Background: an optimization exercise with open tools, aiming at small area, a short achievable clock period and few clock cycles. Do not read the settings as production practice. RTL that was checked went through simulation tests only; none was proved equivalent to the original. Function not checked in runs 3 and 4: the RTL went through the layout flow alone. No activity file was given, so power comes from the tool's default toggle rates.

--- flow/design.v ---
module fdc_crctab (
    input  wire [7:0]  idx,
    output wire [15:0] val
);
    wire p = ((idx[0] ^ idx[1]) ^ (idx[2] ^ idx[3])) ^
             ((idx[4] ^ idx[5]) ^ (idx[6] ^ idx[7]));
    assign val[15]  = p;
    assign val[14]  = p ^ idx[7];
    assign val[13]  = idx[7] ^ idx[6];
    assign val[12]  = idx[6] ^ idx[5];
    assign val[11]  = idx[5] ^ idx[4];
    assign val[10]  = idx[4] ^ idx[3];
    assign val[9]   = idx[3] ^ idx[2];
    assign val[8]   = idx[2] ^ idx[1];
    assign val[7]   = idx[1] ^ idx[0];
    assign val[6]   = idx[0];
    assign val[5:1] = 5'd0;
    assign val[0]   = p;
endmodule
module fdc_crcstep (
    input  wire [15:0] c,
    input  wire [7:0]  b,
    output wire [15:0] n
);
    wire [7:0] x  = c[7:0] ^ b;
    wire pc = ((c[0] ^ c[1]) ^ (c[2] ^ c[3])) ^ ((c[4] ^ c[5]) ^ (c[6] ^ c[7]));
    wire pb = ((b[0] ^ b[1]) ^ (b[2] ^ b[3])) ^ ((b[4] ^ b[5]) ^ (b[6] ^ b[7]));
    wire p  = pc ^ pb;
    assign n[15] = p;
    assign n[14] = (pc ^ c[7]) ^ (pb ^ b[7]);
    assign n[13] = x[7] ^ x[6];
    assign n[12] = x[6] ^ x[5];
    assign n[11] = x[5] ^ x[4];
    assign n[10] = x[4] ^ x[3];
    assign n[9]  = x[3] ^ x[2];
    assign n[8]  = x[2] ^ x[1];
    assign n[7]  = c[15] ^ x[1] ^ x[0];
    assign n[6]  = c[14] ^ x[0];
    assign n[5:1] = c[13:9];
    assign n[0]  = c[8] ^ p;
endmodule
module fdc_add8 (
    input  wire [7:0] a,
    input  wire [7:0] b,
    output wire [7:0] s
);
    assign s = a + b;
endmodule
module fdc_patbit (
    input  wire clk,
    input  wire keep,
    input  wire wa,
    input  wire wb,
    output reg  q
);
    always @(posedge clk)
        q <= (q && keep) || (wa && wb);
endmodule
module fdc_sel4 (
    input  wire [3:0] sel,
    input  wire [3:0] v,
    output wire       hit
);
    assign hit = |(sel & v);
endmodule
module fdc_sel16 (
    input  wire [15:0] sel,
    input  wire [15:0] v,
    output wire        hit
);
    wire [3:0] h;
    fdc_sel4 u0 (.sel(sel[3:0]),   .v(v[3:0]),   .hit(h[0]));
    fdc_sel4 u1 (.sel(sel[7:4]),   .v(v[7:4]),   .hit(h[1]));
    fdc_sel4 u2 (.sel(sel[11:8]),  .v(v[11:8]),  .hit(h[2]));
    fdc_sel4 u3 (.sel(sel[15:12]), .v(v[15:12]), .hit(h[3]));
    assign hit = |h;
endmodule
module fdc_odsel (
    input  wire [7:0] sum,
    input  wire [7:0] crc,
    input  wire [7:0] rest,
    input  wire       s_sum,
    input  wire       s_crc,
    output wire [7:0] q
);
    assign q = ({8{s_sum}} & sum) | ({8{s_crc}} & crc) | rest;
endmodule
module fdc_engine (
    input  wire        clk,
    input  wire        rst,
    input  wire        cmd_valid,
    output wire        cmd_ready,
    input  wire [31:0] cmd_word,
    input  wire [31:0] cmd_arg,
    input  wire        cmd_empty,
    input  wire        in_valid,
    output wire        in_ready,
    input  wire [7:0]  in_data,
    input  wire        in_last,
    output wire        out_valid,
    input  wire        out_ready,
    output wire [7:0]  out_data,
    output wire        done,
    output wire [7:0]  status
);
    localparam [7:0] OP_SETSTAFF = 8'h02;
    localparam [7:0] OP_RESET    = 8'h0A;
    localparam [7:0] OP_STUFF    = 8'h50;
    localparam [7:0] OP_UNSTUFF  = 8'h51;
    localparam [7:0] OP_MOD256   = 8'h60;
    localparam [7:0] OP_CRC16    = 8'h61;
    reg  [7:0]   cfg_esc;
    reg          cfg_en;
    wire [255:0] cfg_pat;
    reg        busy;          
    reg        idle;          
    reg        run;           
    reg        fin0;          
    reg        fin1;          
    reg        irdy;          
    reg        k_stuff, k_unst, k_mod, k_crc, k_set;
    reg        ord;           
    reg        s_err;         
    reg        s_opd;         
    reg [7:0]  acc8;          
    reg        t2;            
    reg        ov;            
    reg [7:0]  od;            
    reg [7:0]  lb;            
    reg        sk_v;          
    reg [15:0] rowm;          
    reg        fresh;         
    reg        pe_r;          
    reg        kept;          
    wire [7:0] c_op     = cmd_word[7:0];
    wire       c_hi0    = (cmd_word[31:9] == 23'd0);
    wire       c_b8     = cmd_word[8];
    wire       c_set    = (c_op == OP_SETSTAFF) && c_hi0 && !c_b8;
    wire       c_rst    = (c_op == OP_RESET)    && c_hi0 && !c_b8;
    wire       c_stuff  = (c_op == OP_STUFF)    && c_hi0 && !c_b8;
    wire       c_unst   = (c_op == OP_UNSTUFF)  && c_hi0 && !c_b8;
    wire       c_mod    = (c_op == OP_MOD256)   && c_hi0 && !c_b8;
    wire       c_crc    = (c_op == OP_CRC16)    && c_hi0;
    wire       c_legal  = c_set || c_rst || c_stuff || c_unst || c_mod || c_crc;
    wire       c_opd    = c_set && (cmd_arg[31:9] != 23'd0);
    wire       c_ok     = c_legal && !c_opd;
    assign cmd_ready = idle;
    wire   cmd_fire  = cmd_valid && idle;
    assign in_ready  = irdy;
    wire   in_fire   = in_valid && irdy;
    assign out_valid = ov;
    assign out_data  = od;
    wire   hold      = ov && !out_ready;
    assign done      = fin0 || (fin1 && out_ready);
    assign status    = {4'd0, s_opd, s_opd, 1'b0, s_err};
    wire [15:0] dlo = 16'd1 << in_data[3:0];
    wire [15:0] dhi = 16'd1 << in_data[7:4];
    reg  pat_clr;
    wire pat_keep = !pat_clr;
    wire pat_we   = !rst && in_fire && k_set;
    wire [15:0] dhi_we = dhi & {16{pat_we}};
    genvar gi;
    generate
        for (gi = 0; gi < 256; gi = gi + 1) begin : g_pat
            fdc_patbit u_bit (
                .clk  (clk),
                .keep (pat_keep),
                .wa   (dhi_we[gi / 16]),
                .wb   (dlo[gi % 16]),
                .q    (cfg_pat[gi])
            );
        end
    endgenerate
    wire [15:0] row_sel;
    genvar gc;
    generate
        for (gc = 0; gc < 16; gc = gc + 1) begin : g_col
            wire [15:0] col;
            genvar gr;
            for (gr = 0; gr < 16; gr = gr + 1) begin : g_bit
                assign col[gr] = cfg_pat[16 * gr + gc];
            end
            fdc_sel16 u_col (.sel(dhi), .v(col), .hit(row_sel[gc]));
        end
    endgenerate
    wire [15:0] rowm_n = row_sel & dlo & {16{cfg_en}};
    wire p_last = |rowm;
    wire [15:0] crc_next;
    fdc_crcstep u_crc (.c({acc8, od}), .b(in_data), .n(crc_next));
    wire [7:0]  sum_next;
    fdc_add8 u_add (.a(od), .b(in_data), .s(sum_next));
    wire        crc_swap = in_last && !ord;
    wire [7:0]  crc_od   = crc_swap ? crc_next[15:8] : crc_next[7:0];
    wire [7:0]  crc_acc  = crc_swap ? crc_next[7:0]  : crc_next[15:8];
    wire k_byte  = k_stuff || k_unst;
    wire pe_src  = fresh ? p_last : pe_r;
    wire pe_eff  = k_stuff && ov && pe_src;
    wire u_drop  = kept && p_last && (in_data == cfg_esc);
    wire in_keep = in_fire && !u_drop;
    wire busy_n  = cmd_fire || (busy && !done);
    wire run_n   = (cmd_fire && !cmd_empty) || (run && !(in_fire && in_last));
    wire act     = busy && !hold;
    wire s_c     = !busy;
    wire s_esc   = act && pe_eff;
    wire s_lb    = act && k_byte && !pe_eff && sk_v;
    wire s_in    = act && k_byte && !pe_eff && !sk_v;
    wire s_sum   = act && k_mod && in_fire;
    wire s_crc   = act && k_crc && in_fire;
    wire s_a8    = act && k_crc && !run && t2;
    wire s_hold  = !(s_c || s_esc || s_lb || s_in || s_sum || s_crc || s_a8);
    wire [7:0] od_rest = ({8{s_c}}   & {8{c_op[0]}}) |
                         ({8{s_esc}} & cfg_esc)      |
                         ({8{s_lb}}  & lb)           |
                         ({8{s_in}}  & in_data)      |
                         ({8{s_a8}}  & acc8)         |
                         ({8{s_hold}} & od);
    wire [7:0] od_n;
    fdc_odsel u_odsel (.sum(sum_next), .crc(crc_od), .rest(od_rest),
                       .s_sum(s_sum), .s_crc(s_crc), .q(od_n));
    reg ov_n;
    always @(*) begin
        if (hold)
            ov_n = 1'b1;
        else if (!busy)
            ov_n = cmd_fire && cmd_empty && (c_mod || c_crc);
        else if (k_stuff)
            ov_n = pe_eff || sk_v || in_fire;
        else if (k_unst)
            ov_n = sk_v || in_keep;
        else if (k_mod || k_crc)
            ov_n = run ? (in_fire && in_last) : t2;
        else
            ov_n = 1'b0;
    end
    wire sk_v_n  = k_stuff ? ((in_fire || sk_v) && (hold || pe_eff)) :
                   k_unst  ? ((in_keep || sk_v) && hold) : 1'b0;
    wire fresh_n = k_stuff && in_fire && !hold && !pe_eff;
    wire pe_r_n  = hold ? pe_src : (sk_v && !pe_eff && p_last);
    wire kept_n  = !cmd_fire && (in_fire ? !u_drop : kept);
    wire t2_n    = cmd_fire ? (c_crc && cmd_empty) :
                   ((in_fire && in_last && k_crc) || (t2 && (hold || run)));
    reg fin_n;
    always @(*) begin
        if (cmd_fire)
            fin_n = cmd_empty && !c_crc;
        else if (!busy)
            fin_n = 1'b0;
        else if (fin0 || fin1)
            fin_n = hold;
        else if (run)
            fin_n = in_fire && in_last &&
                    (k_unst ? (!hold || u_drop) : !(k_stuff || k_crc));
        else if (k_stuff)
            fin_n = hold             ? (!sk_v && !pe_src) :
                    (ov && pe_src)   ? !sk_v :
                    sk_v             ? !p_last : 1'b1;
        else if (k_unst)
            fin_n = !(sk_v && hold);
        else if (k_crc)
            fin_n = !hold;
        else
            fin_n = 1'b1;
    end
    wire irdy_n = run_n && !sk_v_n;
    always @(posedge clk) begin
        if (rst) begin
            cfg_esc <= 8'h00;
            cfg_en  <= 1'b0;
            busy    <= 1'b0;
            idle    <= 1'b1;
            run     <= 1'b0;
            fin0    <= 1'b0;
            fin1    <= 1'b0;
            irdy    <= 1'b0;
            ov      <= 1'b0;
            sk_v    <= 1'b0;
            t2      <= 1'b0;
        end else begin
            busy    <= busy_n;
            idle    <= !busy_n;
            run     <= run_n;
            fin0    <= fin_n && !ov_n;
            fin1    <= fin_n && ov_n;
            irdy    <= irdy_n;
            ov      <= ov_n;
            sk_v    <= sk_v_n;
            t2      <= t2_n;
            if (cmd_fire && c_ok && c_set) begin
                cfg_esc <= cmd_arg[7:0];
                cfg_en  <= cmd_arg[8];
            end
            if (cmd_fire && c_ok && c_rst) begin
                cfg_esc <= 8'h00;
                cfg_en  <= 1'b0;
            end
        end
        pat_clr <= rst || (cmd_fire && c_ok && (c_set || c_rst));
        od    <= od_n;
        fresh <= fresh_n;
        pe_r  <= pe_r_n;
        kept  <= kept_n;
        if (cmd_fire) begin
            k_stuff <= c_stuff;
            k_unst  <= c_unst;
            k_mod   <= c_mod;
            k_crc   <= c_crc;
            k_set   <= c_set && !c_opd;
            ord     <= c_b8;
            s_err   <= !c_ok;
            s_opd   <= c_opd;
            acc8    <= 8'hFF;
        end else if (s_crc) begin
            acc8    <= crc_acc;
        end
        if (in_fire) begin
            lb   <= in_data;
            rowm <= rowm_n;
        end
    end
endmodule
--- flow/run.sh ---
#!/bin/bash
# synth_recipe.tcl (not shown) runs the flow's synth.tcl, then flattens the netlist and writes it again
# the make line also repeats each setting of config.mk as NAME=value (left out here)
make -C /OpenROAD-flow-scripts/flow DESIGN_CONFIG=/design/flow/config.mk WORK_HOME=/design/flow/orfs CLKGATE_MAP_FILE= SYNTH_SCRIPT=/design/flow/synth_recipe.tcl finish
--- flow/config.mk ---
export PLATFORM = sky130hd
export DESIGN_NAME = fdc_engine
export DESIGN_NICKNAME = fdc_engine
export VERILOG_FILES = /design/flow/design.v
export SDC_FILE = /design/flow/constraint.sdc
export NUM_CORES = 4
export LEC_CHECK = 0
export CAP_MARGIN = 20
export CORE_MARGIN = 2
export CORE_UTILIZATION = 40
export PLACE_DENSITY = 0.6
export SETUP_SLACK_MARGIN = 1.65
export SLEW_MARGIN = 20
export SYNTH_HIERARCHICAL = 1
--- flow/constraint.sdc ---
create_clock -name core_clock -period 3.6 [get_ports {clk}]
set_input_delay 0.7200 -clock core_clock [delete_from_list [all_inputs] [get_ports {clk}]]
set_output_delay 0.7200 -clock core_clock [all_outputs]
set_load 0.01 [all_outputs]
==> qor.log, run 1 <==
qor: routing.route.vias.total 11800
qor: clocking.tritoncts built
qor: timing.rsz0062_at_grt true
qor: timing.timing.final.crit_period 2.08 ns
qor: grt.grt_util_all_layers 0.250
qor: hold_path.worstHoldPathCells 1
qor: power_and_ir_drop.cellPowerDensity 461 nW/um^2
qor: floorplan.io_pins 99
qor: place.port_buffers 93
qor: timing.report.final.slew_viol_count 0
qor: logic_synthesis.syn-mean-instance-area 10.5 sq um
qor: timing.setup-tns-final 0 ns
qor: logic_synthesis.ys_warn_count 8
qor: logic_synthesis.syn-instance-count 1258
qor: power_and_ir_drop.vdd_drop_max 0.000289 V
qor: floorplan.die_height 186 microns
qor: critical_path.timing.critical_path.required 3.88 ns
qor: hold_path.worstHoldPathType flop to flop
qor: logic_synthesis.ys_seq_elements 326
qor: timing.clock_skew 0.0222 ns
qor: layout.final.fill_count 2835
qor: logic_synthesis.post_synth_instance_area 13300 sq um
qor: clocking.root_buffer_selected_by_cts sky130_fd_sc_hd__clkbuf_16
qor: clocking.cts_h_tree_depth 2
qor: logic_synthesis.synthFlopType sky130_fd_sc_hd__dfxtp_1
qor: timing.report.final.setup_viol 0
qor: logic_synthesis.synth.yosys.seq_area_share 0.516
qor: logic_synthesis.post_synth_num_cell_types 66
qor: clocking.cts.path.max_buffers 3
qor: routing.route.detailed.drc 0
qor: grt.via_count_of_the_first_global_routing_pass 11300
qor: timing.hold_viol_final 0
qor: logic_synthesis.synth_enable_flop_cells 32
qor: floorplan.initial_utilization 0.407
qor: place.pre_cts_ws 0.299 ns
qor: routing.wl_met3 2.66 mm
qor: clocking.clock_tree_sinks 326
qor: routing.viasPerCell 6.06
qor: critical_path.worstPathMaxFanout 8
qor: floorplan.dieWidth 186 microns
qor: floorplan.floorplan.rows 66
qor: power_and_ir_drop.design_power_total 8.31 mW
qor: layout.area.growth.synth_to_final 36.0%
qor: clocking.clkTransAtPathRegs 0.06 ns
qor: routing.wl_met2 20.7 mm
qor: logic_synthesis.share_of_flip_flops_with_an_asynchronous_set_or_reset 0
qor: layout.final_layout_size_suffix_gt1_frac 0.249
qor: critical_path.critical_path.startpoint_type input pin
qor: power_and_ir_drop.p_leak 7.22 nW
qor: clocking.cts_hold_buf 0
qor: critical_path.cp_data_arrival_time 2.36 ns
qor: layout.num_antenna_cells 0
qor: clocking.clock_latency 0.53 ns
qor: grt.global_route.overflow_total 0
qor: layout.num-nets-final 1563
qor: routing.route.top_layer_used met4
qor: grt.grt_max_degree 257
qor: floorplan.design.die.area 34600 sq um
qor: grt.grt_first_pass_wirelength 66.6 mm
qor: grt.antenna_violations_before_repair 0
qor: routing.detail_route.wirelength 44.5 mm
qor: routing.drt-pass1-iter-count 5
qor: routing.detailedRoute.firstIterationViolations 994
qor: routing.wire_per_inst 22.9 microns
qor: routing.metal_1_wl 19.5 mm
qor: critical_path.setup.worst_path.class input pin to flop
qor: timing.share_of_the_clock_period_used_by_the_worst_path_after_layout 0.579
qor: clocking.cts_buffers 36
qor: outcome.outcome finished clean
qor: timing.max_slew_margin 0.157
qor: timing.tightest_slew 1.26 ns
qor: routing.final_antenna_net_count 0
qor: place.detailedPlacementHpwl 26.8 mm
qor: layout.register_area 6870 sq um
qor: timing.max_freq 0.480 GHz
qor: critical_path.worstRegToRegCells 7
qor: job.max_cap_violations 0
qor: timing.worst_slack 1.52 ns
qor: place.routability_driven_placement_congestion_ratio 0.861
qor: floorplan.core_box_area 32600 sq um
qor: layout.multi_input_comb_area 7260 sq um
qor: critical_path.worstSetupEndpointType flop
[flip-flops by register name (all words and copies together), names as in the netlist, 8 cells and up]
register,flops
acc8,8
cfg_esc,8
g_pat.u_bit.q,256
lb,8
od,8
rowm,16
[placed cells by master (no fill, tap or decap), types with 20 or more instances in the layout]
cell	count
sky130_fd_sc_hd__dfxtp_1	284
sky130_fd_sc_hd__nor2_1	71
sky130_fd_sc_hd__a22oi_2	54
sky130_fd_sc_hd__a22o_1	256
sky130_fd_sc_hd__buf_6	20
sky130_fd_sc_hd__buf_4	77
sky130_fd_sc_hd__nand2_1	117
sky130_fd_sc_hd__clkbuf_16	36
sky130_fd_sc_hd__dlygate4sd2_1	25
sky130_fd_sc_hd__a22oi_1	74
sky130_fd_sc_hd__edfxtp_1	32
sky130_fd_sc_hd__nor2_4	23
sky130_fd_sc_hd__clkdlybuf4s50_1	20
sky130_fd_sc_hd__dlymetal6s2s_1	21
[per-layer routing]
metal	GRT usage	vias up
met3	0.0409	93
li1	-	5362
met2	0.400	447
met1	0.338	5877
met4	0.0976	0
met5	0	-
[Yosys stat by module (local to each module, per instance), a selection]
module	cells inside	area, sq um	flip-flops and latches	times used
fdc_crcstep	30	272	0	1
fdc_sel16	1	7.51	0	16
fdc_odsel	10	103	0	1
fdc_patbit	2	28.8	1	256
fdc_engine	456	3870	70	1
fdc_add8	42	332	0	1
[metrics by stage]
stage                      util  std cells  hold WS [ns]  cell area, sq um
final                     0.553       1944         0.484             18000
after global routing      0.553       1944         0.499             18000
after CTS                 0.538       1926         0.486             17500
after detailed placement  0.470       1807         0.471             15300
after global placement    0.470       1807         0.466             15300
after floorplan               -       1262         0.456             13800
[cells by family after synthesis]
kind of cell | share of synthesized area
fa+ha+maj | 0.00887
mux | 0.0136
compound gates | 0.290
xor+xnor | 0.0259
flops | 0.516
simple gates | 0.122
other cells | 0.000283
buf+inv | 0.0227
[worst max-delay path, cell delays in order]
cell and delay, ns:
sky130_fd_sc_hd__buf_12 0.09, sky130_fd_sc_hd__buf_12 0.13, sky130_fd_sc_hd__nand2b_4 0.17, sky130_fd_sc_hd__buf_12 0.14, sky130_fd_sc_hd__nor2_4 0.09, sky130_fd_sc_hd__buf_4 0.15
sky130_fd_sc_hd__a22oi_2 0.14, sky130_fd_sc_hd__nand2_1 0.07, sky130_fd_sc_hd__or4_1 0.49, sky130_fd_sc_hd__and3_1 0.15
[cells in the mapped netlist, drive strengths merged (2+ instances only)]
library cell / n / share of area
a22o: 256 / 0.17
ha: 7 / 0.0066
nand3b: 2 / 0.0011
a221o: 8 / 0.0060
nand3: 5 / 0.0019
a22oi: 128 / 0.072
and2: 5 / 0.0024
a221oi: 9 / 0.0059
a31oi: 4 / 0.0019
o311ai: 12 / 0.0085
nand2b: 12 / 0.0057
o21ai: 10 / 0.0038
xor2: 7 / 0.0046
o211ai: 12 / 0.0068
and4: 2 / 0.0013
a41o: 2 / 0.0015
buf: 23 / 0.013
dfxtp: 294 / 0.44
nor4: 15 / 0.0071
nand2: 131 / 0.037
mux2i: 18 / 0.014
o41ai: 2 / 0.0013
nor2: 89 / 0.025
nor2b: 10 / 0.0053
nand4: 5 / 0.0024
clkbuf: 20 / 0.0057
or4: 18 / 0.010
xnor2: 28 / 0.020
edfxtp: 32 / 0.072
nor3: 20 / 0.0075
a211oi: 3 / 0.0017
and3: 20 / 0.0094
a21oi: 11 / 0.0042
inv: 15 / 0.0042
[power by group]
part / internal [mW] / switching, mW / total, mW
registers: 3.70 / 0.0476 / 3.75
clock network: 2.09 / 1.49 / 3.59
logic: 0.445 / 0.528 / 0.974
total: 6.24 / 2.07 / 8.31
[final cells by class]
class,count,share of cell area
multi-input cells,885,0.402
flip-flops and latches,326,0.381
repair buffers,211,0.119
clock buffers,51,0.0553
well taps,442,0.0307
clock inverters,13,0.00812
inverters,16,0.00368
[final timing paths]
check | end | from | slack, ns
setup / recovery | rowm[1]$_DFFE_PP_ | in_data[6] | 1.52
hold / removal | g_pat[248].u_bit.q$_DFF_P_ | g_pat[248].u_bit.q$_DFF_P_ | 0.48
setup reg to reg | fin1$_SDFF_PP0_ | rowm[5]$_DFFE_PP_ | 1.53
hold reg to reg | g_pat[248].u_bit.q$_DFF_P_ | g_pat[248].u_bit.q$_DFF_P_ | 0.48
[timing repair]
item | 4_1_cts | 5_1_grt
pin swaps | 118 | 71
setup endpoints to repair | 315 | 281
resized for setup | 226 | 104
setup buffers | 43 | 16
cloned | 12 | 2
Testbench counts, summed over its fixed seeds: cycles 15,081.
==> run 2, diff against run 1 <==
--- a/flow/config.mk
+++ b/flow/config.mk
@@ -9,6 +9,6 @@
 export CORE_MARGIN = 2
 export CORE_UTILIZATION = 40
 export PLACE_DENSITY = 0.6
-export SETUP_SLACK_MARGIN = 1.65
+export SETUP_SLACK_MARGIN = 1.5
 export SLEW_MARGIN = 20
 export SYNTH_HIERARCHICAL = 1
==> qor.log, run 2 <==
qor: logic_synthesis.synth.yosys.seq_area_share 0.516 [unchanged]
qor: logic_synthesis.syn-instance-count 1258 [unchanged]
qor: logic_synthesis.ys_warn_count 8 [unchanged]
qor: timing.worst_slack 1.46 ns [-0.0567 ns]
qor: timing.max_slew_margin 0.396 [+0.238]
qor: layout.largestRegisters g_pat.u_bit.q (256), rowm (16)
qor: timing.timing.final.crit_period 2.14 ns [+0.0567 ns]
qor: floorplan.floorplan.rows 66 [unchanged]
qor: hold_path.worstHoldPathType flop to flop
qor: grt.global_route.overflow_total 0 [unchanged]
qor: outcome.outcome finished clean
qor: routing.drt-pass1-iter-count 7 [+2]
qor: clocking.cts.path.max_buffers 3 [unchanged]
qor: critical_path.worstSetupEndpointType flop
qor: clocking.clock_tree_sinks 326 [unchanged]
qor: grt.via_count_of_the_first_global_routing_pass 10800 [-4.5%]
qor: timing.setup-tns-final 0 ns [unchanged]
qor: hold_path.hold_path_startpoint g_pat[200].u_bit.q$_DFF_P_
qor: floorplan.die_height 186 microns [unchanged]
qor: logic_synthesis.post_synth_main_area_contributors sky130_fd_sc_hd__dfxtp_1 (44%), sky130_fd_sc_hd__a22o_1 (17%), sky130_fd_sc_hd__a22oi_1 (7.2%), sky130_fd_sc_hd__edfxtp_1 (7.2%), sky130_fd_sc_hd__nand2_1 (3.7%)
qor: clocking.cts_hold_buf 0 [unchanged]
qor: floorplan.design.die.area 34600 sq um [unchanged]
qor: timing.report.final.slew_viol_count 0 [unchanged]
qor: routing.wire_per_inst 21.9 microns [-4.6%]
qor: power_and_ir_drop.design_power_total 8.52 mW [+2.6%]
qor: place.routability_driven_placement_congestion_ratio 0.852 [-1.0%]
qor: layout.regMostFlops g_pat.u_bit.q
qor: layout.largest_register_ffs 256 [unchanged]
qor: job.max_cap_violations 0 [unchanged]
qor: logic_synthesis.synth_enable_flop_cells 32 [unchanged]
qor: logic_synthesis.syn-mean-instance-area 10.5 sq um [unchanged]
qor: power_and_ir_drop.vdd_drop_max 0.000405 V [+40%]
qor: place.detailed_place.area 15300 sq um [-0.42%]
qor: floorplan.dieWidth 186 microns [unchanged]
qor: logic_synthesis.post_synth_instance_area 13300 sq um [unchanged]
qor: power_and_ir_drop.p_leak 6.93 nW [-4.0%]
qor: timing.report.final.setup_viol 0 [unchanged]
qor: critical_path.setup.worst_path.class input pin to flop
qor: critical_path.cp_data_arrival_time 2.42 ns [+0.06 ns]
qor: floorplan.core_box_area 32600 sq um [unchanged]
qor: routing.detailedRoute.firstIterationViolations 954 [-4.0%]
qor: logic_synthesis.share_of_flip_flops_with_an_asynchronous_set_or_reset 0 [unchanged]
qor: layout.area.growth.synth_to_final 30.0%
qor: timing.rsz0062_at_grt true
qor: logic_synthesis.ys_seq_elements 326 [unchanged]
qor: routing.route.vias.total 11400 [-3.3%]
qor: clocking.root_buffer_selected_by_cts sky130_fd_sc_hd__clkbuf_16
qor: logic_synthesis.synthFlopType sky130_fd_sc_hd__dfxtp_1
qor: layout.num_antenna_cells 0 [unchanged]
qor: critical_path.timing.critical_path.required 3.88 ns [about the same]
qor: floorplan.io_pins 99 [unchanged]
qor: grt.grt_first_pass_wirelength 62.4 mm [-6.3%]
qor: floorplan.initial_utilization 0.407 [unchanged]
qor: layout.final.fill_count 2880 [+1.6%]
qor: logic_synthesis.synth_top_area_cell sky130_fd_sc_hd__dfxtp_1
qor: grt.antenna_violations_before_repair 0 [unchanged]
qor: timing.share_of_the_clock_period_used_by_the_worst_path_after_layout 0.595 [+0.0158]
qor: logic_synthesis.yosys-top-cells-count sky130_fd_sc_hd__dfxtp_1 (294), sky130_fd_sc_hd__a22o_1 (256), sky130_fd_sc_hd__nand2_1 (131), sky130_fd_sc_hd__a22oi_1 (128), sky130_fd_sc_hd__nor2_1 (88)
qor: critical_path.setup.worst_path.start in_data[6]
qor: place.pre_cts_ws 0.306 ns [+0.00731 ns]
qor: clocking.cts_buffers 36 [unchanged]
qor: timing.tightest_slew 0.901 ns [-0.362 ns]
qor: power_and_ir_drop.cellPowerDensity 494 nW/um^2 [+7.3%]
qor: layout.most_frequent_standard_cell_in_the_layout_excluding_fill_and_tap_cells sky130_fd_sc_hd__dfxtp_1
qor: timing.hold_viol_final 0 [unchanged]
qor: routing.route.detailed.drc 0 [unchanged]
qor: clocking.tritoncts built
qor: routing.final_antenna_net_count 0 [unchanged]
qor: clocking.clock_latency 0.52 ns [about the same]
qor: clocking.cts_h_tree_depth 2 [unchanged]
qor: clocking.clkTransAtPathRegs 0.07 ns [about the same]
qor: layout.layout_common_cells sky130_fd_sc_hd__dfxtp_1 (285), sky130_fd_sc_hd__a22o_1 (256), sky130_fd_sc_hd__nand2_1 (128)
qor: timing.clock_skew 0.0155 ns [-0.00669 ns]
qor: critical_path.critical_path.startpoint_type input pin
qor: timing.max_freq 0.467 GHz [-2.6%]
qor: grt.grt_max_degree 134 [-48%]
qor: layout.stdcell_area 17200 sq um [-4.4%]
qor: logic_synthesis.synth_most_common_cell sky130_fd_sc_hd__dfxtp_1
qor: routing.detail_route.wirelength 41.8 mm [-6.2%]
qor: layout.final_layout_size_suffix_gt1_frac 0.185 [-0.0644]
qor: place.port_buffers 93 [unchanged]
qor: logic_synthesis.post_synth_num_cell_types 66 [unchanged]
qor: timing.hold_slack 0.481 ns [-0.00260 ns]
qor: layout.num-nets-final 1527 [-2.3%]
qor: critical_path.worstPathMaxFanout 8 [unchanged]
qor: routing.viasPerCell 5.97 [-1.5%]
qor: grt.grt_util_all_layers 0.230 [-0.0199]
qor: place.detailedPlacementHpwl 26.8 mm [+0.14%]
qor: critical_path.worst_r2r_startpoint rowm[2]$_DFFE_PP_
qor: logic_synthesis.synth_largest_type_area_fraction 0.444 [unchanged]
==> run 2: cell counts after synthesis <==
No cell type changed its count.
==> run 2: cell families after synthesis <==
| kind of cell | Yosys count | synth area share |
|---|---|---|
| other | 1 | 0.000283 |
| buffers and inverters | 59 | 0.0227 |
| DFF | 326 | 0.516 |
| AOI/OAI and AO/OA | 468 | 0.290 |
| adders and majority gates | 9 | 0.00887 |
| muxes | 18 | 0.0136 |
| and+or+nand+nor | 341 | 0.122 |
| xor gates and xnor gates | 36 | 0.0259 |
==> run 2: power by group <==
part | internal [mW] | switching [mW] | leakage, nW
clock network | 2.31 | 1.52 | 0.610
registers | 3.70 | 0.0459 | 2.65
logic | 0.436 | 0.511 | 3.67
==> run 2: worst paths after layout <==
path	end	slack, ns	cells after the start
max	rowm[8]$_DFFE_PP_	1.46	7
min	g_pat[200].u_bit.q$_DFF_P_	0.48	1
max reg2reg	od[4]$_DFF_P_	1.55	6
min reg2reg	g_pat[200].u_bit.q$_DFF_P_	0.48	1
==> run 2: routing by layer <==
metal	up-vias	track usage	wire length, microns
li1	5284	-	-
met3	80	0.0292	2460
met1	5630	0.306	18100
met2	401	0.388	20000
met5	-	0	0
met4	0	0.0740	1130
==> run 2: worst max-delay path, cell delays in order <==
cell	delay, ns
sky130_fd_sc_hd__buf_4	0.17
sky130_fd_sc_hd__nand2b_4	0.34
sky130_fd_sc_hd__nor2_2	0.19
sky130_fd_sc_hd__a22oi_1	0.20
sky130_fd_sc_hd__nand2_1	0.09
sky130_fd_sc_hd__or4_1	0.54
sky130_fd_sc_hd__and3_1	0.17
==> run 2: metrics by stage <==
| step | utilization | instances |
|---|---|---|
| floorplan | - | 1262 |
| global placement | 0.468 | 1806 |
| detailed placement | 0.468 | 1806 |
| CTS | 0.512 | 1878 |
| global route | 0.528 | 1910 |
| finish | 0.528 | 1910 |
==> run 2: final cells by class <==
cell class	count	area, sq um	share of cell area
inverters	16	63.8	0.00370
repair inverters	1	5.00	0.000290
flip-flops and latches	326	6860	0.398
clock buffers	51	1070	0.0622
multi-input cells	882	6800	0.395
repair buffers	177	1710	0.0990
well taps	442	553	0.0321
clock inverters	15	171	0.00994
==> run 2: what timing repair did <==
item	4_1_cts	5_1_grt
setup endpoints to repair	165	209
pin swaps	13	35
cloned	0	8
resized for setup	85	82
buffers inserted	6	24
==> run 2: Yosys stat by module, one instance, submodules excluded <==
module,cell area [sq um],times used,cells,flip-flops and latches
fdc_patbit,28.8,256,2,1
fdc_add8,332,1,42,0
fdc_engine,3870,1,456,70
fdc_sel16,7.51,16,1,0
fdc_odsel,103,1,10,0
fdc_sel4,18.8,64,3,0
fdc_crcstep,272,1,30,0
==> run 3, diff against run 2 <==
--- a/flow/design.v
+++ b/flow/design.v
@@ -128,7 +128,7 @@
     reg [7:0]  od;            
     reg [7:0]  lb;            
     reg        sk_v;          
-    reg [15:0] rowm;          
+    reg [3:0]  rowm;          
     reg        fresh;         
     reg        pe_r;          
     reg        kept;          
@@ -183,7 +183,14 @@
             fdc_sel16 u_col (.sel(dhi), .v(col), .hit(row_sel[gc]));
         end
     endgenerate
-    wire [15:0] rowm_n = row_sel & dlo & {16{cfg_en}};
+    wire [3:0] rowm_g;
+    genvar gq;
+    generate
+        for (gq = 0; gq < 4; gq = gq + 1) begin : g_grp
+            fdc_sel4 u_grp (.sel(dlo[4*gq +: 4]), .v(row_sel[4*gq +: 4]), .hit(rowm_g[gq]));
+        end
+    endgenerate
+    wire [3:0] rowm_n = rowm_g & {4{cfg_en}};
     wire p_last = |rowm;
     wire [15:0] crc_next;
     fdc_crcstep u_crc (.c({acc8, od}), .b(in_data), .n(crc_next));
==> qor.log, run 3 <==
qor: power_and_ir_drop.total_switching_power 2.05 mW [-1.0%]
qor: routing.final_antenna_net_count 0 [unchanged]
qor: critical_path.ordered_cell_list_for_the_critical_path buf_8 > buf_12 > nand2b_4 > buf_12 > nor2_4 > a22oi_2 > nand2_1 > or4_1 > a22oi_2 > nand2_1 > and2_1
qor: critical_path.worstPathMaxFanout 9 [+1]
qor: critical_path.critical_path.n_buffers_inverters 3 [+2]
qor: logic_synthesis.post_synth_instance_area 12700 sq um [-4.1%]
qor: place.port_buffers 93 [unchanged]
qor: critical_path.critical_path.slowest_cell sky130_fd_sc_hd__or4_1
qor: floorplan.io_pins 99 [unchanged]
qor: logic_synthesis.post_synth_num_cell_types 58 [-12%]
qor: floorplan.design.die.area 33300 sq um [-4.0%]
qor: layout.regMostFlops g_pat.u_bit.q
qor: place.routability_driven_placement_congestion_ratio 0.908 [+6.6%]
qor: outcome.outcome finished clean
qor: routing.detailedRoute.firstIterationViolations 1138 [+19%]
qor: clocking.clock_tree_sinks 314 [-3.7%]
qor: clocking.cts.path.max_buffers 3 [unchanged]
qor: power_and_ir_drop.power_frac_clock 0.442 [-0.007]
qor: job.max_cap_violations 0 [unchanged]
qor: logic_synthesis.yosys-top-cells-count sky130_fd_sc_hd__dfxtp_1 (294), sky130_fd_sc_hd__a22o_1 (256), sky130_fd_sc_hd__a22oi_1 (145), sky130_fd_sc_hd__nand2_1 (133), sky130_fd_sc_hd__nor2_1 (81)
qor: timing.tightest_slew 1.17 ns [+0.271 ns]
qor: routing.wire_per_inst 23.9 microns [+9.3%]
qor: logic_synthesis.synth.yosys.seq_area_share 0.510 [-0.00644]
qor: timing.worst_slack 1.28 ns [-0.181 ns]
qor: routing.viasPerCell 6.24 [+4.5%]
qor: power_and_ir_drop.vdd_drop_max 0.000272 V [-33%]
qor: routing.route.detailed.drc 0 [unchanged]
qor: layout.layout_common_cells sky130_fd_sc_hd__dfxtp_1 (286), sky130_fd_sc_hd__a22o_1 (256), sky130_fd_sc_hd__nand2_1 (106)
qor: timing.clock_skew 0.0236 ns [+0.00816 ns]
qor: power_and_ir_drop.p_leak 6.90 nW [-0.33%]
qor: layout.area.growth.synth_to_final 36.7%
qor: logic_synthesis.share_of_flip_flops_with_an_asynchronous_set_or_reset 0 [unchanged]
qor: floorplan.die_height 182 microns [-2.0%]
qor: layout.largest_register_ffs 256 [unchanged]
qor: logic_synthesis.ys_seq_elements 314 [-3.7%]
qor: critical_path.cp_data_arrival_time 2.60 ns [+0.18 ns]
qor: timing.timing.final.crit_period 2.32 ns [+0.181 ns]
qor: power_and_ir_drop.seqPwrFrac 0.440 [about the same]
qor: critical_path.slowest_delay 0.56 ns [+0.02 ns]
qor: logic_synthesis.syn-mean-instance-area 10.4 sq um [-1.7%]
qor: routing.route.vias.total 11700 [+2.3%]
qor: timing.report.final.setup_viol 0 [unchanged]
qor: floorplan.dieWidth 182 microns [-2.0%]
qor: timing.max_freq 0.430 GHz [-7.8%]
qor: clocking.root_buffer_selected_by_cts sky130_fd_sc_hd__clkbuf_16
qor: clocking.cts_h_tree_depth 2 [unchanged]
qor: critical_path.worstSetupEndpointType flop
qor: clocking.clkTransAtPathRegs 0.06 ns [about the same]
qor: place.detailedPlacementHpwl 26.8 mm [about the same]
qor: clocking.cts_buffers 34 [-5.6%]
qor: layout.num-nets-final 1529 [+0.13%]
qor: power_and_ir_drop.internal_power 6.09 mW [-5.5%]
qor: layout.post_layout_nonfiller_instances 1870 [-2.1%]
qor: timing.max_slew_margin 0.218 [-0.177]
qor: grt.grt_max_degree 257 [+92%]
qor: clocking.cts_hold_buf 0 [unchanged]
qor: timing.setup-tns-final 0 ns [unchanged]
qor: layout.register_area 6500 sq um [-5.2%]
qor: grt.grt_util_all_layers 0.258 [+0.0273]
qor: layout.stdcell_area 17400 sq um [+0.94%]
qor: logic_synthesis.synth_top_area_cell sky130_fd_sc_hd__dfxtp_1
qor: timing.rsz0062_at_grt true
qor: logic_synthesis.synth_most_common_cell sky130_fd_sc_hd__dfxtp_1
qor: place.pre_cts_ws 0.0517 ns [-0.255 ns]
qor: logic_synthesis.synthFlopType sky130_fd_sc_hd__dfxtp_1
qor: layout.most_frequent_standard_cell_in_the_layout_excluding_fill_and_tap_cells sky130_fd_sc_hd__dfxtp_1
qor: critical_path.setup.worst_path.class input pin to flop
qor: timing.share_of_the_clock_period_used_by_the_worst_path_after_layout 0.645 [+0.0504]
qor: grt.global_route.overflow_total 0 [unchanged]
qor: logic_synthesis.ys_warn_count 8 [unchanged]
qor: logic_synthesis.synth_largest_type_area_fraction 0.463 [+0.0188]
qor: grt.antenna_violations_before_repair 0 [unchanged]
qor: layout.final.fill_count 2726 [-5.3%]
qor: power_and_ir_drop.cellPowerDensity 468 nW/um^2 [-5.3%]
qor: floorplan.floorplan.rows 65 [-1.5%]
qor: floorplan.core_box_area 31500 sq um [-3.5%]
qor: critical_path.critical-path-top-delay-family simple AND/OR/NAND/NOR gates
qor: floorplan.initial_utilization 0.404 [-0.00234]
qor: routing.drt-pass1-iter-count 5 [-2]
qor: critical_path.critical_path.startpoint_type input pin
qor: place.dp_cells 1743 [-3.5%]
qor: logic_synthesis.post_synth_main_area_contributors sky130_fd_sc_hd__dfxtp_1 (46%), sky130_fd_sc_hd__a22o_1 (18%), sky130_fd_sc_hd__a22oi_1 (8.6%), sky130_fd_sc_hd__edfxtp_1 (4.7%), sky130_fd_sc_hd__nand2_1 (3.9%)
qor: hold_path.worstHoldPathType flop to flop
qor: grt.grt_first_pass_wirelength 67.0 mm [+7.3%]
qor: timing.report.final.slew_viol_count 0 [unchanged]
qor: power_and_ir_drop.relative_contribution_of_combinational_cells_to_total_power 0.118 [+0.007]
qor: routing.detail_route.wirelength 44.7 mm [+7.0%]
qor: grt.via_count_of_the_first_global_routing_pass 11400 [+5.5%]
qor: clocking.clock_latency 0.53 ns [about the same]
qor: power_and_ir_drop.switching_share 0.252 [+0.00864]
qor: layout.num_antenna_cells 0 [unchanged]
qor: logic_synthesis.syn-instance-count 1228 [-2.4%]
qor: critical_path.timing.critical_path.required 3.88 ns [about the same]
qor: timing.hold_viol_final 0 [unchanged]
qor: layout.final_layout_size_suffix_gt1_frac 0.271 [+0.0865]
qor: place.detailed_place.area 14700 sq um [-4.0%]
qor: clocking.tritoncts built
qor: logic_synthesis.synth_enable_flop_cells 20 [-38%]
qor: layout.multi_input_comb_area 7280 sq um [+7.0%]
==> run 3: changes by cell type after synthesis, moves of 3 or more <==
cell,before,now
sky130_fd_sc_hd__a22oi_1,128,145
sky130_fd_sc_hd__nor2b_1,9,5
sky130_fd_sc_hd__o211ai_1,12,4
sky130_fd_sc_hd__nand2b_1,12,15
sky130_fd_sc_hd__buf_2,4,0
sky130_fd_sc_hd__mux2i_1,18,10
sky130_fd_sc_hd__and3_1,20,2
sky130_fd_sc_hd__nor2_1,88,81
sky130_fd_sc_hd__nand3_1,5,15
sky130_fd_sc_hd__and2_1,5,9
sky130_fd_sc_hd__a21oi_1,11,15
sky130_fd_sc_hd__inv_1,15,19
sky130_fd_sc_hd__edfxtp_1,32,20
==> run 3: final cells by class <==
cell class	instances	area share
Timing Repair Buffer	193	0.108
Clock inverter	11	0.00604
Clock buffer	51	0.0608
Inverter	19	0.00453
Tap cell	402	0.0289
Multi-Input combinational cell	880	0.418
Sequential cell	314	0.374
==> run 3: path summary, 6_finish.rpt <==
| check | start | endpoint | slack, ns | cells after the start |
|---|---|---|---|---|
| setup / recovery | in_data[4] | rowm[3]$_DFFE_PP_ | 1.28 | 11 |
| hold / removal | g_pat[29].u_bit.q$_DFF_P_ | g_pat[29].u_bit.q$_DFF_P_ | 0.49 | 1 |
| setup reg to reg | rowm[2]$_DFFE_PP_ | od[4]$_DFF_P_ | 1.42 | 9 |
| hold reg to reg | g_pat[29].u_bit.q$_DFF_P_ | g_pat[29].u_bit.q$_DFF_P_ | 0.49 | 1 |
==> run 3: per-module statistics from Yosys, one instance, submodules excluded <==
module       copies in the design  flip-flops and latches  cells inside
fdc_crcstep                     1                       0            30
fdc_patbit                    256                       1             2
fdc_add8                        1                       0            42
fdc_engine                      1                      58           414
fdc_sel16                      16                       0             1
fdc_odsel                       1                       0            10
fdc_sel4                       68                       0             3
==> run 3: power by group through the flow <==
| stage | Combinational [mW] | Sequential, mW | Clock (mW) |
|---|---|---|---|
| floorplan | 0.522 | 3.65 | 0 |
| global placement | 0.775 | 3.66 | 0 |
| global route | 1.03 | 3.59 | 3.78 |
| finish | 0.961 | 3.59 | 3.60 |
| detailed placement | 0.778 | 3.66 | 0 |
| CTS | 0.892 | 3.59 | 3.63 |
==> run 3: what timing repair did <==
item                                    4_1_cts  5_1_grt
endpoints found under the setup margin      102      147
setup buffers                                23       24
gates resized for setup                     207       86
cloned                                       11        7
pin swaps                                   100       66
==> run 3: worst register-to-register path, cell delays in order (launching register included) <==
cell and delay (ns):
sky130_fd_sc_hd__edfxtp_1 0.36, sky130_fd_sc_hd__or4_4 0.59, sky130_fd_sc_hd__a21boi_4 0.24, sky130_fd_sc_hd__buf_6 0.13, sky130_fd_sc_hd__nor2_4 0.04, sky130_fd_sc_hd__nor4_2 0.16
sky130_fd_sc_hd__buf_4 0.23, sky130_fd_sc_hd__a22oi_1 0.11, sky130_fd_sc_hd__nand3_1 0.13, sky130_fd_sc_hd__a221o_1 0.13
==> run 3: metal layers <==
layer	track usage	vias up	wire (microns)
met5	0	-	0
met4	0.111	0	1960
met3	0.0387	114	3230
met2	0.411	525	20400
met1	0.348	5745	19100
li1	-	5278	-
==> run 3: cell families (layout without fill, tap and decap cells) <==
group,count (synthesis),in the layout,share of synthesized area
XOR/XNOR,35,35,0.0258
adder cells (fa/ha/maj),8,8,0.00846
buffers and inverters,54,274,0.0212
AO/OA/AOI/OAI,476,476,0.306
AND/OR/NAND/NOR,330,346,0.121
other,1,5,0.000295
flip-flops,314,314,0.510
multiplexers,10,10,0.00787
==> run 3: through the flow <==
step | total power [mW] | hold WS (ns) | util
floorplan | 4.17 | 0.456 | -
global placement | 4.44 | 0.466 | 0.466
detailed placement | 4.44 | 0.471 | 0.466
CTS | 8.11 | 0.487 | 0.533
global route | 8.40 | 0.496 | 0.553
finish | 8.15 | 0.487 | 0.553
==> run 4, diff against run 3 <==
==> flow/flow/run.sh (new file) <==
#!/bin/bash
# Own layout flow: the standard ORFS flow, with the port buffers made
# from sky130_fd_sc_hd__buf_2 instead of the default delay-buffer family, and
# the timing repair free to change a cell's footprint. Everything else
# (synthesis, floorplan, power grid, CTS, routing) is the standard flow.
set -euo pipefail
W=$PWD
cat > "$W/own.mk" <<EOM
include $W/config.mk
export BUFFER_PORTS_ARGS = -buffer_cell sky130_fd_sc_hd__buf_2
export MATCH_CELL_FOOTPRINT = 0
EOM
sed "s#DESIGN_CONFIG=[^ ]*#DESIGN_CONFIG=$W/own.mk#" standard.sh > "$W/own_standard.sh"
bash "$W/own_standard.sh" > "$W/own_flow.log" 2>&1
==> flow/standard.sh (new file) <==
#!/bin/bash
# synth_recipe.tcl (not shown) runs the flow's synth.tcl, then flattens the netlist and writes it again
# the make line also repeats each setting of config.mk as NAME=value (left out here)
make -C /OpenROAD-flow-scripts/flow DESIGN_CONFIG=/design/flow/config.mk WORK_HOME=/design/flow/orfs CLKGATE_MAP_FILE= SYNTH_SCRIPT=/design/flow/synth_recipe.tcl "${@:-finish}"
--- a/flow/config.mk
+++ b/flow/config.mk
@@ -9,6 +9,6 @@
 export CORE_MARGIN = 2
 export CORE_UTILIZATION = 40
 export PLACE_DENSITY = 0.6
-export SETUP_SLACK_MARGIN = 1.5
+export SETUP_SLACK_MARGIN = 1.7
 export SLEW_MARGIN = 20
 export SYNTH_HIERARCHICAL = 1
removed: flow/run.sh
==> qor.log, run 4 <==
qor: routing.route.top_layer_used met4
qor: timing.max_slew_margin 0.373 [+0.155]
qor: routing.detail_route.wirelength 41.2 mm [-7.8%]
qor: logic_synthesis.synth_top_area_cell sky130_fd_sc_hd__dfxtp_1
qor: layout.layout_common_cells sky130_fd_sc_hd__dfxtp_1 (284), sky130_fd_sc_hd__a22o_1 (256), sky130_fd_sc_hd__nand2_1 (114)
qor: layout.post_layout_nonfiller_instances 1836 [-1.8%]
qor: critical_path.setup.worst_path.start in_data[5]
qor: logic_synthesis.synth_enable_flop_cells 20 [unchanged]
qor: logic_synthesis.post_synth_instance_area 12700 sq um [unchanged]
qor: job.max_cap_violations 0 [unchanged]
qor: grt.antenna_violations_before_repair 0 [unchanged]
qor: logic_synthesis.ys_warn_count 8 [unchanged]
qor: routing.viasPerCell 6.10 [-2.1%]
qor: critical_path.worstPathMaxFanout 6 [-3]
qor: routing.metal_1_wl 18.4 mm [-3.5%]
qor: clocking.cts.path.max_buffers 3 [unchanged]
qor: timing.setup-tns-final 0 ns [unchanged]
qor: critical_path.critPathCapture rowm[3]$_DFFE_PP_
qor: layout.final_layout_size_suffix_gt1_frac 0.285 [+0.0141]
qor: timing.max_freq 0.443 GHz [+3.0%]
qor: logic_synthesis.yosys-top-cells-count sky130_fd_sc_hd__dfxtp_1 (294), sky130_fd_sc_hd__a22o_1 (256), sky130_fd_sc_hd__a22oi_1 (145), sky130_fd_sc_hd__nand2_1 (133), sky130_fd_sc_hd__nor2_1 (81)
qor: floorplan.design.die.area 33300 sq um [unchanged]
qor: critical_path.critical_path.startpoint_type input pin
qor: floorplan.dieWidth 182 microns [unchanged]
qor: timing.report.final.setup_viol 0 [unchanged]
qor: floorplan.initial_utilization 0.404 [unchanged]
qor: layout.num_antenna_cells 0 [unchanged]
qor: place.pre_cts_ws 0.428 ns [+0.376 ns]
qor: grt.via_count_of_the_first_global_routing_pass 10600 [-6.6%]
qor: logic_synthesis.post_synth_main_area_contributors sky130_fd_sc_hd__dfxtp_1 (46%), sky130_fd_sc_hd__a22o_1 (18%), sky130_fd_sc_hd__a22oi_1 (8.6%), sky130_fd_sc_hd__edfxtp_1 (4.7%), sky130_fd_sc_hd__nand2_1 (3.9%)
qor: floorplan.floorplan.rows 65 [unchanged]
qor: power_and_ir_drop.vdd_drop_max 0.000345 V [+27%]
qor: critical_path.timing.critical_path.required 3.87 ns [about the same]
qor: critical_path.r2r_slack 1.37 ns [-0.05 ns]
qor: layout.most_frequent_standard_cell_in_the_layout_excluding_fill_and_tap_cells sky130_fd_sc_hd__dfxtp_1
qor: place.dp_cells 1737 [-0.34%]
qor: layout.area.growth.synth_to_final 29.3%
qor: floorplan.die_height 182 microns [unchanged]
qor: routing.route.detailed.drc 0 [unchanged]
qor: logic_synthesis.synth.yosys.seq_area_share 0.510 [unchanged]
qor: grt.grt_util_all_layers 0.243 [-0.0140]
qor: critical_path.crit-reg2reg-capture fin1$_SDFF_PP0_
qor: grt.grt_max_degree 140 [-46%]
qor: place.detailedPlacementHpwl 26.7 mm [-0.54%]
qor: logic_synthesis.share_of_flip_flops_with_an_asynchronous_set_or_reset 0 [unchanged]
qor: timing.hold_viol_final 0 [unchanged]
qor: timing.tightest_slew 0.933 ns [-0.239 ns]
qor: logic_synthesis.post_synth_num_cell_types 58 [unchanged]
qor: clocking.cts_buffers 34 [unchanged]
qor: routing.wl_met3 2.87 mm [-11%]
qor: place.routability_driven_placement_congestion_ratio 0.863 [-5.0%]
qor: logic_synthesis.synthFlopType sky130_fd_sc_hd__dfxtp_1
qor: routing.wl_met2 18.7 mm [-8.7%]
qor: critical_path.cp_data_arrival_time 2.52 ns [-0.08 ns]
qor: timing.hold_slack 0.430 ns [-0.0570 ns]
qor: clocking.clock_latency 0.51 ns [-0.02 ns]
qor: logic_synthesis.synth_largest_type_area_fraction 0.463 [unchanged]
qor: timing.report.final.slew_viol_count 0 [unchanged]
qor: clocking.cts_hold_buf 0 [unchanged]
qor: power_and_ir_drop.cellPowerDensity 468 nW/um^2 [about the same]
qor: clocking.cts_h_tree_depth 2 [unchanged]
qor: place.port_buffers 93 [unchanged]
qor: hold_path.worstHoldPathType input pin to flop
qor: clocking.root_buffer_selected_by_cts sky130_fd_sc_hd__clkbuf_16
qor: timing.rsz0062_at_grt true
qor: layout.largest_register_ffs 256 [unchanged]
qor: critical_path.worst_r2r_startpoint rowm[2]$_DFFE_PP_
qor: logic_synthesis.syn-mean-instance-area 10.4 sq um [unchanged]
qor: routing.drt-pass1-iter-count 7 [+2]
qor: logic_synthesis.ys_seq_elements 314 [unchanged]
qor: logic_synthesis.syn-instance-count 1228 [unchanged]
qor: grt.grt_first_pass_wirelength 63.6 mm [-5.1%]
qor: routing.final_antenna_net_count 0 [unchanged]
qor: layout.regMostFlops g_pat.u_bit.q
qor: layout.num-nets-final 1502 [-1.8%]
qor: clocking.clock_tree_sinks 314 [unchanged]
qor: clocking.clkTransAtPathRegs 0.06 ns [about the same]
qor: timing.timing.final.crit_period 2.26 ns [-0.0669 ns]
qor: routing.wire_per_inst 22.5 microns [-6.0%]
qor: power_and_ir_drop.p_leak 6.59 nW [-4.6%]
qor: grt.global_route.overflow_total 0 [unchanged]
qor: clocking.tritoncts built
qor: logic_synthesis.synth_most_common_cell sky130_fd_sc_hd__dfxtp_1
qor: critical_path.worstSetupEndpointType flop
qor: timing.worst_slack 1.34 ns [+0.0669 ns]
qor: routing.route.vias.total 11200 [-3.9%]
qor: timing.clock_skew 0.0205 ns [-0.00316 ns]
qor: floorplan.core_box_area 31500 sq um [unchanged]
qor: critical_path.worstRegToRegCells 7 [-2]
qor: floorplan.io_pins 99 [unchanged]
qor: timing.share_of_the_clock_period_used_by_the_worst_path_after_layout 0.627 [-0.0186]
qor: critical_path.setup.worst_path.class input pin to flop
qor: routing.detailedRoute.firstIterationViolations 1029 [-9.6%]
qor: layout.final_core_util 0.523 [-0.0303]
qor: outcome.outcome finished clean
## run 4: worst max-delay path: stages
cell and delay (ns):
sky130_fd_sc_hd__buf_12 0.12, sky130_fd_sc_hd__nand2b_4 0.17, sky130_fd_sc_hd__buf_6 0.11, sky130_fd_sc_hd__nor3_4 0.04, sky130_fd_sc_hd__buf_6 0.13, sky130_fd_sc_hd__a22oi_2 0.16, sky130_fd_sc_hd__nand2_2 0.11, sky130_fd_sc_hd__or4_1 0.54
sky130_fd_sc_hd__a22oi_1 0.20, sky130_fd_sc_hd__nand2_1 0.06, sky130_fd_sc_hd__and2_1 0.15
## run 4: power by group
part,switching (mW),internal [mW]
Combinational,0.497,0.360
Sequential,0.0455,3.54
Clock,1.39,1.85
## run 4: layout make-up
| cell class | count | area (sq um) |
|---|---|---|
| Clock buffer | 46 | 916 |
| Clock inverter | 9 | 85.1 |
| Fill cell | 2771 | 15000 |
| Inverter | 19 | 75.1 |
| Multi-Input combinational cell | 873 | 7100 |
| Sequential cell | 314 | 6500 |
| Tap cell | 402 | 503 |
| Timing Repair Buffer | 173 | 1270 |
## run 4: how the worst min path moves through the flow
stage | startpoint | to | cells after the start
2_1_floorplan | g_pat[0].u_bit.q$_DFF_P_ | g_pat[0].u_bit.q$_DFF_P_ | 1
3_3_place_gp | g_pat[238].u_bit.q$_DFF_P_ | g_pat[238].u_bit.q$_DFF_P_ | 1
3_5_place_dp | g_pat[235].u_bit.q$_DFF_P_ | g_pat[235].u_bit.q$_DFF_P_ | 1
4_1_cts | cmd_word[8] | ord$_DFFE_PP_ | 1
5_1_grt | cmd_word[8] | ord$_DFFE_PP_ | 1
6_report | cmd_word[8] | ord$_DFFE_PP_ | 1
## run 4: timing repair
action,4_1_cts,5_1_grt
buffers inserted,21,12
endpoints found under the setup margin,65,57
gates resized for setup,98,75
pin swaps,42,39
gates cloned,9,2
## run 4: Yosys stat by module (local to each module, per instance)
module       cell area, sq um  flops+latches  times used
fdc_sel16                7.51              0          16
fdc_crcstep               272              0           1
fdc_patbit               28.8              1         256
fdc_engine               3250             58           1
fdc_sel4                 18.8              0          68
fdc_add8                  332              0           1
fdc_odsel                 103              0           1
## run 4: cell families (layout without fill, tap and decap cells)
kind of cell / after synthesis / count (layout) / share of synthesized area
AOI/OAI and AO/OA: 476 / 476 / 0.306
xor gates and xnor gates: 35 / 35 / 0.0258
adders and majority gates: 8 / 8 / 0.00846
buffers and inverters: 54 / 247 / 0.0212
DFF: 314 / 314 / 0.510
muxes: 10 / 10 / 0.00787
other: 1 / 5 / 0.000295
and+or+nand+nor: 330 / 339 / 0.121
## run 4: layer usage
metal	track usage	up-vias
met3	0.0391	63
met2	0.383	429
met4	0.0887	0
met1	0.338	5530
met5	0	-
li1	-	5182
## run 4: metrics by stage
| stage | area (sq um) | power, mW |
|---|---|---|
| after detailed placement | 14300 | 4.40 |
| after global routing | 16400 | 7.93 |
| after floorplan | 13300 | 4.20 |
| after CTS | 16000 | 7.68 |
| final | 16400 | 7.69 |
| after global placement | 14300 | 4.39 |
==> run 5, diff against run 4 <==
--- a/flow/design.v
+++ b/flow/design.v
@@ -128,7 +128,7 @@
     reg [7:0]  od;            
     reg [7:0]  lb;            
     reg        sk_v;          
-    reg [3:0]  rowm;          
+    reg [15:0] rowm;          
     reg        fresh;         
     reg        pe_r;          
     reg        kept;          
@@ -183,14 +183,7 @@
             fdc_sel16 u_col (.sel(dhi), .v(col), .hit(row_sel[gc]));
         end
     endgenerate
-    wire [3:0] rowm_g;
-    genvar gq;
-    generate
-        for (gq = 0; gq < 4; gq = gq + 1) begin : g_grp
-            fdc_sel4 u_grp (.sel(dlo[4*gq +: 4]), .v(row_sel[4*gq +: 4]), .hit(rowm_g[gq]));
-        end
-    endgenerate
-    wire [3:0] rowm_n = rowm_g & {4{cfg_en}};
+    wire [15:0] rowm_n = row_sel & dlo & {16{cfg_en}};
     wire p_last = |rowm;
     wire [15:0] crc_next;
     fdc_crcstep u_crc (.c({acc8, od}), .b(in_data), .n(crc_next));
--- a/flow/config.mk
+++ b/flow/config.mk
@@ -9,6 +9,6 @@
 export CORE_MARGIN = 2
 export CORE_UTILIZATION = 40
 export PLACE_DENSITY = 0.6
-export SETUP_SLACK_MARGIN = 1.7
+export SETUP_SLACK_MARGIN = 1.5
 export SLEW_MARGIN = 20
 export SYNTH_HIERARCHICAL = 1
==> qor.log, run 5 <==
qor: outcome.outcome finished clean
qor: routing.route.detailed.drc 0 [unchanged]
qor: routing.detail_route.wirelength 41.5 mm [+0.78%]
qor: critical_path.critical_path.n_buffers_inverters 2 [-1]
qor: critical_path.critical_path.startpoint_type input pin
qor: hold_path.worstHoldPathType input pin to flop
qor: clocking.cts.path.max_buffers 3 [unchanged]
qor: layout.num_antenna_cells 0 [unchanged]
qor: floorplan.core_box_area 32600 sq um [+3.6%]
qor: floorplan.floorplan.rows 66 [+1.5%]
qor: critical_path.critical-path-top-delay-family simple AND/OR/NAND/NOR gates
qor: logic_synthesis.yosys-top-cells-count sky130_fd_sc_hd__dfxtp_1 (294), sky130_fd_sc_hd__a22o_1 (256), sky130_fd_sc_hd__nand2_1 (131), sky130_fd_sc_hd__a22oi_1 (128), sky130_fd_sc_hd__nor2_1 (88)
qor: critical_path.critical_path.slowest_cell sky130_fd_sc_hd__or4_1
qor: critical_path.timing.critical_path.required 3.86 ns [about the same]
qor: clocking.clock_latency 0.52 ns [about the same]
qor: critical_path.cp_data_arrival_time 2.35 ns [-0.17 ns]
qor: logic_synthesis.post_synth_main_area_contributors sky130_fd_sc_hd__dfxtp_1 (44%), sky130_fd_sc_hd__a22o_1 (17%), sky130_fd_sc_hd__a22oi_1 (7.2%), sky130_fd_sc_hd__edfxtp_1 (7.2%), sky130_fd_sc_hd__nand2_1 (3.7%)
qor: critical_path.ordered_cell_list_for_the_critical_path buf_8 > nand2b_4 > nor3_4 > buf_12 > a22oi_1 > nand2_1 > or4_1 > and3_1
qor: power_and_ir_drop.cellPowerDensity 510 nW/um^2 [+9.1%]
qor: timing.setup-tns-final 0 ns [unchanged]
qor: timing.report.final.slew_viol_count 0 [unchanged]
qor: timing.tightest_slew 0.901 ns [-0.0321 ns]
qor: logic_synthesis.syn-instance-count 1258 [+2.4%]
qor: clocking.cts_hold_buf 0 [unchanged]
qor: grt.global_route.overflow_total 0 [unchanged]
qor: routing.route.top_layer_used met5
qor: logic_synthesis.synth_most_common_cell sky130_fd_sc_hd__dfxtp_1
qor: floorplan.dieWidth 186 microns [+2.1%]
qor: timing.clock_skew 0.0151 ns [-0.00536 ns]
qor: hold_path.worstHoldPathCells 3 [+2]
qor: timing.rsz0062_at_grt true
qor: routing.route.vias.total 11300 [+1.1%]
qor: clocking.clock_tree_sinks 326 [+3.8%]
qor: critical_path.worstSetupEndpointType flop
qor: layout.largest_register_ffs 256 [unchanged]
qor: critical_path.worstPathMaxFanout 16 [+10]
qor: critical_path.setup.worst_path.class input pin to flop
qor: place.port_buffers 93 [unchanged]
qor: timing.hold_viol_final 0 [unchanged]
qor: logic_synthesis.syn-mean-instance-area 10.5 sq um [+1.8%]
qor: logic_synthesis.synth_top_area_cell sky130_fd_sc_hd__dfxtp_1
qor: routing.final_antenna_net_count 0 [unchanged]
qor: layout.stdcell_area 16400 sq um [about the same]
qor: logic_synthesis.ys_seq_elements 326 [+3.8%]
qor: floorplan.die_height 186 microns [+2.1%]
qor: critical_path.slowest_delay 0.51 ns [-0.03 ns]
qor: routing.wl_met3 2.76 mm [-3.8%]
qor: critical_path.cp_num_cells 8 [-3]
qor: timing.share_of_the_clock_period_used_by_the_worst_path_after_layout 0.580 [-0.0467]
qor: routing.viasPerCell 6.02 [-1.3%]
qor: clocking.root_buffer_selected_by_cts sky130_fd_sc_hd__clkbuf_16
qor: logic_synthesis.share_of_flip_flops_with_an_asynchronous_set_or_reset 0 [unchanged]
qor: logic_synthesis.post_synth_num_cell_types 66 [+14%]
qor: logic_synthesis.synth_enable_flop_cells 32 [+60%]
qor: logic_synthesis.synthFlopType sky130_fd_sc_hd__dfxtp_1
qor: routing.wire_per_inst 22.1 microns [-1.6%]
qor: floorplan.initial_utilization 0.407 [+0.00234]
qor: power_and_ir_drop.vdd_drop_max 0.000329 V [-4.8%]
qor: grt.antenna_violations_before_repair 4 [+4]
qor: grt.grt_util_all_layers 0.236 [-0.00729]
qor: clocking.cts_h_tree_depth 2 [unchanged]
qor: grt.grt_max_degree 75 [-46%]
qor: power_and_ir_drop.p_leak 6.61 nW [+0.31%]
qor: timing.max_freq 0.479 GHz [+8.1%]
qor: timing.max_slew_margin 0.396 [+0.0228]
qor: grt.via_count_of_the_first_global_routing_pass 10700 [+0.62%]
qor: layout.num-nets-final 1497 [-0.33%]
qor: place.detailedPlacementHpwl 27.2 mm [+2.2%]
qor: routing.metal_1_wl 18.3 mm [-0.75%]
qor: clocking.cts_buffers 37 [+8.8%]
qor: logic_synthesis.ys_warn_count 8 [unchanged]
qor: place.detailed_place.area 14700 sq um [+2.8%]
qor: place.routability_driven_placement_congestion_ratio 0.872 [+0.98%]
qor: logic_synthesis.post_synth_instance_area 13300 sq um [+4.2%]
qor: routing.wl_met2 19.3 mm [+3.5%]
qor: logic_synthesis.synth.yosys.seq_area_share 0.516 [+0.00644]
qor: layout.area.growth.synth_to_final 23.9%
qor: clocking.tritoncts built
qor: logic_synthesis.synth_largest_type_area_fraction 0.444 [-0.0188]
qor: layout.regMostFlops g_pat.u_bit.q
qor: routing.drt-pass1-iter-count 7 [unchanged]
qor: routing.detailedRoute.firstIterationViolations 1013 [-1.6%]
qor: layout.register_area 6850 sq um [+5.4%]
qor: layout.multi_input_comb_area 6630 sq um [-6.6%]
qor: grt.grt_first_pass_wirelength 63.3 mm [-0.40%]
qor: floorplan.design.die.area 34600 sq um [+4.1%]
qor: layout.final.fill_count 2928 [+5.7%]
qor: floorplan.io_pins 99 [unchanged]
qor: clocking.clkTransAtPathRegs 0.06 ns [about the same]
qor: layout.layout_common_cells sky130_fd_sc_hd__dfxtp_1 (290), sky130_fd_sc_hd__a22o_1 (256), sky130_fd_sc_hd__nand2_1 (126)
qor: timing.timing.final.crit_period 2.09 ns [-0.168 ns]
qor: layout.final_layout_size_suffix_gt1_frac 0.208 [-0.0774]
qor: job.max_cap_violations 0 [unchanged]
qor: layout.largestRegisters g_pat.u_bit.q (256), rowm (16)
qor: critical_path.worstRegToRegCells 6 [-1]
qor: timing.report.final.setup_viol 0 [unchanged]
qor: layout.most_frequent_standard_cell_in_the_layout_excluding_fill_and_tap_cells sky130_fd_sc_hd__dfxtp_1
[run 5: cell count changes in the layout (fill, tap and decap cells not counted), sizes merged, moves of 4 or more]
cell,change
a21oi,-4
a22oi,-17
and2,-4
and3,+18
buf,-21
clkbuf,+6
clkinvlp,+4
edfxtp,+12
mux2i,+8
nand3,-10
nor2b,+4
nor3,-4
o211ai,+8
[run 5: final cells by class]
class / count / share of cell area
flip-flops and latches: 326 / 0.417
multi-input cells: 877 / 0.403
clock buffers: 53 / 0.0669
repair buffers: 151 / 0.0647
well taps: 442 / 0.0337
clock inverters: 15 / 0.0101
inverters: 16 / 0.00396
repair inverters: 1 / 0.000305
[run 5: final timing paths]
path	slack (ns)	endpoint	startpoint
max	1.51	rowm[6]$_DFFE_PP_	in_data[4]
min	0.43	cfg_esc[6]$_SDFFE_PP0P_	cmd_arg[6]
max reg2reg	1.52	od[0]$_DFF_P_	rowm[9]$_DFFE_PP_
min reg2reg	0.48	g_pat[47].u_bit.q$_DFF_P_	g_pat[47].u_bit.q$_DFF_P_
[run 5: metrics by stage]
step	cells	worst slack [ns]	util	hold WS, ns	power (mW)
2_1_floorplan	1262	0.327	-	0.456	4.34
3_3_place_gp	1800	0.541	0.452	0.466	4.54
3_5_place_dp	1800	0.537	0.452	0.471	4.55
4_1_cts	1873	1.45	0.496	0.422	8.41
5_1_grt	1881	1.46	0.504	0.450	8.67
6_report	1881	1.51	0.504	0.434	8.38
[run 5: power by group]
| part | switching (mW) | internal (mW) |
|---|---|---|
| combinational | 0.471 | 0.318 |
| sequential | 0.0440 | 3.70 |
| clock | 1.50 | 2.35 |
[run 5: tightest hold or removal path, cell delays in order]
cell and delay (ns):
sky130_fd_sc_hd__buf_2 0.07, sky130_fd_sc_hd__mux2i_1 0.05, sky130_fd_sc_hd__nor2_1 0.07
[run 5: logic make-up after synthesis]
kind of cell | after synthesis | synth area share
adders and majority gates | 9 | 0.00887
DFF | 326 | 0.516
xor gates and xnor gates | 36 | 0.0259
buffers and inverters | 59 | 0.0227
AOI/OAI and AO/OA | 468 | 0.290
and+or+nand+nor | 341 | 0.122
muxes | 18 | 0.0136
other | 1 | 0.000283
[run 5: modules after synthesis (local to each module, per instance)]
module	cells	cell area (sq um)
fdc_engine	456	3870
fdc_sel4	3	18.8
fdc_add8	42	332
fdc_odsel	10	103
fdc_sel16	1	7.51
fdc_crcstep	30	272
fdc_patbit	2	28.8
[run 5: repair_timing]
action                                  CTS  global route
setup buffers                             5             7
endpoints found under the hold margin     0             0
endpoints found under the setup margin   39           223
gates resized for setup                  27            36
gates cloned                              0             1
pin swaps                                 3            13
[run 5: routing by layer]
metal	GRT usage	vias to the layer above
met5	0	-
met4	0.0781	8
met3	0.0444	78
met2	0.380	389
met1	0.319	5624
li1	-	5225
Testbench counts of run 5, summed over its fixed seeds: cycles 15,081.

## afterwards: timing with drivers on the ports
In the flow no input, the clock included, has a driving cell. The finished layouts below were timed again as built, in two steps. Step 1 (the two cells are an assumption about what drives the block):
set clk [get_ports {clk}]
set_driving_cell -lib_cell sky130_fd_sc_hd__clkbuf_16 $clk
set_driving_cell -lib_cell sky130_fd_sc_hd__buf_2 [delete_from_list [all_inputs] $clk]
Step 2 moves the port delays by t, midway between the first and last clock arrival at a register: inputs arrive t later, outputs are due t later. That takes back most of the time a late clock gives input paths. a / b / c = no drivers / after step 1 / after step 2; a / b = the first two.
run | t (ns) | setup slack, ns | latest minus earliest clock arrival (ns) | worst slew at a driven data input, ns
run 1 | 0.572 | 1.515 / 1.500 / 0.928 | 0.025 / 0.026 | 0.06
run 2 | 0.568 | 1.458 / 1.482 / 0.915 | 0.017 / 0.017 | 0.06
run 3 | 0.571 | 1.277 / 1.252 / 0.681 | 0.030 / 0.031 | 0.10
run 4 | 0.548 | 1.344 / 1.328 / 0.779 | 0.025 / 0.025 | 0.09
run 5 | 0.564 | 1.512 / 1.510 / 0.946 | 0.018 / 0.018 | 0.07
After both steps every run listed still meets setup and hold. For run 3, which loses most, drivers alone change the setup slack by -0.025 ns; drivers and shift together by -0.596 ns.
